Background: an optimization exercise with open tools, aiming at small area. Do not read the settings as production practice.
Where RTL was checked, it was by simulation tests only, not by an equivalence proof against the original.

==> run R: inputs <==
Design horn_core, start of the top module:
module horn_core (
    input  wire        clk,
    input  wire        rst,           
    input  wire [31:0] cmd,
    input  wire [15:0] tick,
    input  wire        raw_level,
    input  wire        cmp_tripped,
    input  wire        config_mode,
    input  wire        charging,
    output wire [15:0] tone_period,
    output wire [15:0] tone_compare,
    output reg         horn_out,
    output reg         ind_red,
    output reg         cmp_sel,
    output reg         sw_status,
    output reg         seq_active,
    output reg  [2:0]  lvg_state,
    output reg         res_bool,
    output wire [15:0] res_period,
    output wire [15:0] res_compare,
    output reg         cmd_err
);
    localparam [3:0] OP_NOP        = 4'd0,
                     OP_POLL       = 4'd1,
                     OP_SW_UPDATE  = 4'd2,
                     OP_SW_GET     = 4'd3,
                     OP_SW_CLEAR   = 4'd4,
                     OP_SEQ_START  = 4'd5,
                     OP_SEQ_UPDATE = 4'd6,
                     OP_SEQ_ABORT  = 4'd7,
                     OP_PWM_CALC   = 4'd8,
                     OP_LVG_UPDATE = 4'd9;
    localparam [2:0] S_INIT = 3'd0,
                     S_KILL = 3'd1,
                     S_CB   = 3'd2,
                     S_CHI  = 3'd3,
                     S_CHA  = 3'd4,
                     S_EB   = 3'd5,
                     S_DEAD = 3'd6;
    localparam [1:0] SEL_BELL   = 2'd0,
                     SEL_CHARGE = 2'd1,
                     SEL_MINI   = 2'd2;
    localparam [3:0] ADDR_NONE = 4'd1;
    reg [2:0]  sw_cnt;           
    reg [15:0] sw_last_tick;
    reg [3:0]  seq_addr;         
    reg [2:0]  seq_remaining;
    reg [15:0] seq_last_tick;
    reg        tone_off;         
    reg [4:0]  guard_timer;
    reg        commit_short;     
    reg [2:0]  lv_count;
    reg        lv_sticky;
    reg [1:0]  sel_pattern;
    reg [15:0] lvg_last_tick;
    reg [15:0] pwm_period_q;
    reg [6:0]  pwm_duty_q;
    wire [3:0] op  = cmd[31:28];
  ...
export LEC_CHECK = 0
export ABC_AREA = 1
export CAP_MARGIN = 10
export CORE_MARGIN = 2
export CORE_UTILIZATION = 70
export SLEW_MARGIN = 10
create_clock -name core_clock -period 200.0 [get_ports {clk}]
standard.sh (not shown) runs the stock make flow with config.mk's settings and CLKGATE_MAP_FILE= SYNTH_SCRIPT=/design/flow/synth_recipe.tcl, a recipe that flattens the netlist after the stock synthesis.
==> flow/flow/run.sh <==
#!/bin/bash
# Own layout flow: the standard layout (standard.sh), with one change in
# synthesis: the ABC technology-mapping step runs an area-oriented script
# (flow/area.abc) in place of ORFS's abc_speed/abc_area script. Everything
# else, including the register mapping, flattening and renaming that
# synth_recipe.tcl does, is the standard synthesis unchanged.
# Each tool's full output goes to a log file in this folder (own_*.log) and
# under orfs/logs/.
set -euo pipefail
WORK=$(pwd)
FLOWDIR=$WORK/flow

# ORFS's synth.tcl with the abc call pointed at flow/area.abc
SRC=$FLOW_HOME/scripts/synth.tcl
n=$(grep -c '^  log_cmd abc {\*}\$abc_args$' "$SRC")
if [[ $n != 1 ]]; then echo "unexpected synth.tcl: $n abc calls" >&2; exit 1; fi
sed "s#^  log_cmd abc {\*}\$abc_args\$#  set abc_args [lreplace \$abc_args 1 1 $FLOWDIR/area.abc]\n  log_cmd abc {*}\$abc_args#" \
    "$SRC" > "$WORK/own_synth_core.tcl"

# synth_recipe.tcl, sourcing that copy instead of ORFS's synth.tcl
n=$(grep -c 'source \$::env(SCRIPTS_DIR)/synth.tcl' synth_recipe.tcl)
if [[ $n != 1 ]]; then echo "unexpected synth_recipe.tcl" >&2; exit 1; fi
sed "s#source \$::env(SCRIPTS_DIR)/synth.tcl#source $WORK/own_synth_core.tcl#" \
    synth_recipe.tcl > "$WORK/own_synth.tcl"

# standard.sh with that synthesis script
n=$(grep -c 'SYNTH_SCRIPT=' standard.sh)
if [[ $n != 1 ]]; then echo "unexpected standard.sh" >&2; exit 1; fi
# and with smaller cells for the port buffers and the clock tree: every port
# still gets its own buffer (buf_1, the smallest, in place of the
# clkdlybuf4s50_1 that buffer_ports picks), and CTS builds the tree from
# clkbuf_8 cells, in small clusters, without dummy loads
OWN_VARS="'BUFFER_PORTS_ARGS=-buffer_cell sky130_fd_sc_hd__buf_1'"
OWN_VARS+=" 'CTS_ARGS=-sink_clustering_enable -repair_clock_nets -dont_use_dummy_load -buf_list sky130_fd_sc_hd__clkbuf_8 -root_buf sky130_fd_sc_hd__clkbuf_8 -sink_clustering_size 8 -sink_clustering_max_diameter 50'"
sed "s#SYNTH_SCRIPT=[^ ]*#SYNTH_SCRIPT=$WORK/own_synth.tcl $OWN_VARS#" standard.sh > "$WORK/own_standard.sh"

bash "$WORK/own_standard.sh" > "$WORK/own_flow.log" 2>&1 || { tail -50 "$WORK/own_flow.log"; exit 1; }
tail -5 "$WORK/own_flow.log"
==> flow/flow/area.abc <==
strash; dc2; dch -f; amap; topo; mfs2; strash; dch -f; amap; topo
==> inputs of run Z, as changes to run R <==
--- a/flow/design.v
+++ b/flow/design.v
@@ -150,13 +150,13 @@
     input  wire        config_mode,
     input  wire        charging,
     output wire [15:0] tone_period,
     output wire [15:0] tone_compare,
     output reg         horn_out,
     output reg         ind_red,
-    output reg         cmp_sel,
+    output wire        cmp_sel,
     output reg         sw_status,
     output reg         seq_active,
     output reg  [2:0]  lvg_state,
     output reg         res_bool,
     output wire [15:0] res_period,
     output wire [15:0] res_compare,
@@ -253,13 +253,12 @@
     reg [2:0]  n_seq_remaining;
     reg        n_seq_last;
     reg        n_seq_active;
     reg        n_tone_off;
     reg        n_horn_out;
     reg        n_ind_red;
-    reg        n_cmp_sel;
     reg [2:0]  n_lvg_state;
     reg [4:0]  n_guard_timer;
     reg        n_commit_short;
     reg [2:0]  n_lv_count;
     reg        n_lv_sticky;
     reg [1:0]  n_sel_pattern;
@@ -311,13 +310,12 @@
         n_seq_remaining = seq_remaining;
         n_seq_last      = 1'b0;
         n_seq_active    = seq_active;
         n_tone_off      = tone_off;
         n_horn_out      = horn_out;
         n_ind_red       = ind_red;
-        n_cmp_sel       = cmp_sel;
         n_lvg_state     = lvg_state;
         n_guard_timer   = guard_timer;
         n_commit_short  = commit_short;
         n_lv_count      = lv_count;
         n_lv_sticky     = lv_sticky;
         n_sel_pattern   = sel_pattern;
@@ -366,26 +364,24 @@
         endcase
         if (do_lvg) n_lvg_last = 1'b1;
         if (do_lvg && tick != lvg_last_tick) begin
             sw = n_sw_status;
             case (lvg_state)
                 S_INIT: begin
-                    n_cmp_sel      = 1'b0;
                     n_guard_timer  = 5'd3;
                     n_lv_count     = 3'd0;
                     n_lv_sticky    = 1'b0;
                     n_sel_pattern  = sw ? (config_mode ? SEL_MINI : SEL_BELL)
                                         : SEL_CHARGE;
                     n_lvg_state    = S_KILL;
                 end
                 S_KILL: begin
                     if (cmp_tripped) begin
                         n_lvg_state = S_DEAD;
                     end else begin
                         if (guard_timer <= 5'd1) begin
-                            n_cmp_sel     = 1'b1;
                             n_guard_timer = 5'd20;
                             n_commit_short = 1'b1;
                             n_lvg_state   = S_CHA;
                         end else begin
                             n_guard_timer = guard_timer - 5'd1;
                         end
@@ -470,12 +466,13 @@
         .period  (pwm_period_q),
         .duty    (pwm_duty_q),
         .compare (cmd_compare)
     );
     assign res_period  = pwm_period_q;
     assign res_compare = cmd_compare;       
+    assign cmp_sel = lvg_state[2] ^ lvg_state[1];
     assign tone_period  = step_period;
     assign tone_compare = tone_off ? 16'd0 : step_compare;
     always @(posedge clk) begin
         pwm_duty_q   <= (cmd[7:0] > 8'd100) ? 7'd100 : cmd[6:0];
         if (rst) begin
             sw_cnt        <= 3'd0;
@@ -485,13 +482,12 @@
             seq_remaining <= 3'd0;
             seq_last_tick <= 16'd0;
             seq_active    <= 1'b0;
             tone_off      <= 1'b0;
             horn_out      <= 1'b0;
             ind_red       <= 1'b0;
-            cmp_sel       <= 1'b0;
             lvg_state     <= S_INIT;
             guard_timer   <= 5'd0;
             commit_short  <= 1'b0;
             lv_count      <= 3'd0;
             lv_sticky     <= 1'b0;
             sel_pattern   <= SEL_CHARGE;
@@ -507,13 +503,12 @@
             seq_remaining <= n_seq_remaining;
             if (n_seq_last) seq_last_tick <= tick;
             seq_active    <= n_seq_active;
             tone_off      <= n_tone_off;
             horn_out      <= n_horn_out;
             ind_red       <= n_ind_red;
-            cmp_sel       <= n_cmp_sel;
             lvg_state     <= n_lvg_state;
             guard_timer   <= n_guard_timer;
             commit_short  <= n_commit_short;
             lv_count      <= n_lv_count;
             lv_sticky     <= n_lv_sticky;
             sel_pattern   <= n_sel_pattern;
--- a/flow/flow/run.sh
+++ b/flow/flow/run.sh
@@ -1,12 +1,13 @@
 #!/bin/bash
-# Own layout flow: the standard layout (standard.sh), with one change in
-# synthesis: the ABC technology-mapping step runs an area-oriented script
-# (flow/area.abc) in place of ORFS's abc_speed/abc_area script. Everything
-# else, including the register mapping, flattening and renaming that
-# synth_recipe.tcl does, is the standard synthesis unchanged.
+# Own layout flow: the standard layout (standard.sh), with these changes
+# in synthesis: the ABC technology-mapping step runs an area-oriented script
+# (flow/area.abc) in place of ORFS's abc_speed/abc_area script, and the
+# arithmetic is left to ABC rather than mapped to adder cells first.
+# Everything else, including the register mapping, flattening and renaming
+# that synth_recipe.tcl does, is the standard synthesis unchanged.
 # Each tool's full output goes to a log file in this folder (own_*.log) and
 # under orfs/logs/.
 set -euo pipefail
 WORK=$(pwd)
 FLOWDIR=$WORK/flow
 
@@ -28,11 +29,16 @@
 if [[ $n != 1 ]]; then echo "unexpected standard.sh" >&2; exit 1; fi
 # and with smaller cells for the port buffers and the clock tree: every port
 # still gets its own buffer (buf_1, the smallest, in place of the
 # clkdlybuf4s50_1 that buffer_ports picks), and CTS builds the tree from
 # clkbuf_8 cells, in small clusters, without dummy loads
 OWN_VARS="'BUFFER_PORTS_ARGS=-buffer_cell sky130_fd_sc_hd__buf_1'"
-OWN_VARS+=" 'CTS_ARGS=-sink_clustering_enable -repair_clock_nets -dont_use_dummy_load -buf_list sky130_fd_sc_hd__clkbuf_8 -root_buf sky130_fd_sc_hd__clkbuf_8 -sink_clustering_size 8 -sink_clustering_max_diameter 50'"
+# synthesis buffers a port that repeats another signal with the same
+# smallest buffer (buf_4 by default)
+OWN_VARS+=" 'MIN_BUF_CELL_AND_PORTS=sky130_fd_sc_hd__buf_1 A X'"
+# no adder cells: ABC maps the arithmetic with the rest of the logic
+OWN_VARS+=" ADDER_MAP_FILE="
+OWN_VARS+=" 'CTS_ARGS=-sink_clustering_enable -repair_clock_nets -dont_use_dummy_load -buf_list sky130_fd_sc_hd__clkbuf_16 -root_buf sky130_fd_sc_hd__clkbuf_16'"
 sed "s#SYNTH_SCRIPT=[^ ]*#SYNTH_SCRIPT=$WORK/own_synth.tcl $OWN_VARS#" standard.sh > "$WORK/own_standard.sh"
 
 bash "$WORK/own_standard.sh" > "$WORK/own_flow.log" 2>&1 || { tail -50 "$WORK/own_flow.log"; exit 1; }
 tail -5 "$WORK/own_flow.log"
==> flow/flow/area.abc (replaced) <==
strash; dc2; &get -n; &deepsyn -T 150 -S 11; &put; dch -f; amap; topo; mfs2; strash; dc2; dch -f; amap; topo; mfs2; strash; dch -f; amap; topo
Settings changed: CORE_UTILIZATION 70 to 78, GPL_TIMING_DRIVEN set to 0.
==> impl_metrics.env <==
export IMPL_viasPerCell=6.502
export IMPL_status="finished clean"
export IMPL_dpl_worst_slack_ns=89.49
export IMPL_clkTransAtPathRegs_ns=0.05
export IMPL_seq_cells=103
export IMPL_drt_iter0_markers=1993
export IMPL_n_all_buffers=132
export IMPL_whs_endpoint="seq_remaining[0]$_SDFF_PP0_"
export IMPL_cts_root_buf="clkbuf_16"
[end of results for run Z]
==> impl_metrics.env <==
export IMPL_worstMarginPinSlew_ns=1.196
export IMPL_drt_iter0_markers=854
export IMPL_whs_endpoint="commit_short$_SDFFE_PP0P_"
export IMPL_layout_common_cells="nor2_1 (378), clkinv_1 (275), fa_1 (248)"
export IMPL_n_all_buffers=146
export IMPL_status="finished clean"
export IMPL_clkTransAtPathRegs_ns=0.08
export IMPL_cts_root_buf="clkbuf_8"
export IMPL_hold_violations=0
export IMPL_dpl_worst_slack_ns=79.89
export IMPL_seq_cells=104
export IMPL_post_route_drc_count=0
[end of results for run R]
Function not checked in run R: the RTL went through the layout flow alone.

-- static timing again, ports no longer ideal --
In the flow no input, the clock included, has a driving cell. The finished layouts below were timed again as built, in two steps.
Step 1 sets driving cells, clkbuf_16 on the clock port and buf_2 on the other inputs (assumed; they add their load-dependent delay and slew).
Step 2 also shifts input and output timing later by t, the mid clock arrival at the registers, as if the neighbouring blocks saw the same clock.
a / b / c = ideal / step 1 / step 2; a / b = the first two.
run	t, ns	setup slack, ns	latest minus earliest clock arrival (ns)	pins driven straight from the clock port
run R	0.416	79.911 / 79.923 / 79.507	0.041 / 0.040	1
run Z	0.393	87.619 / 87.636 / 87.243	0.045 / 0.045	1
After both steps every run listed still meets setup and hold. The setup slack of run R, which loses most, moves by +0.012 ns with the drivers and by -0.404 ns with both steps.
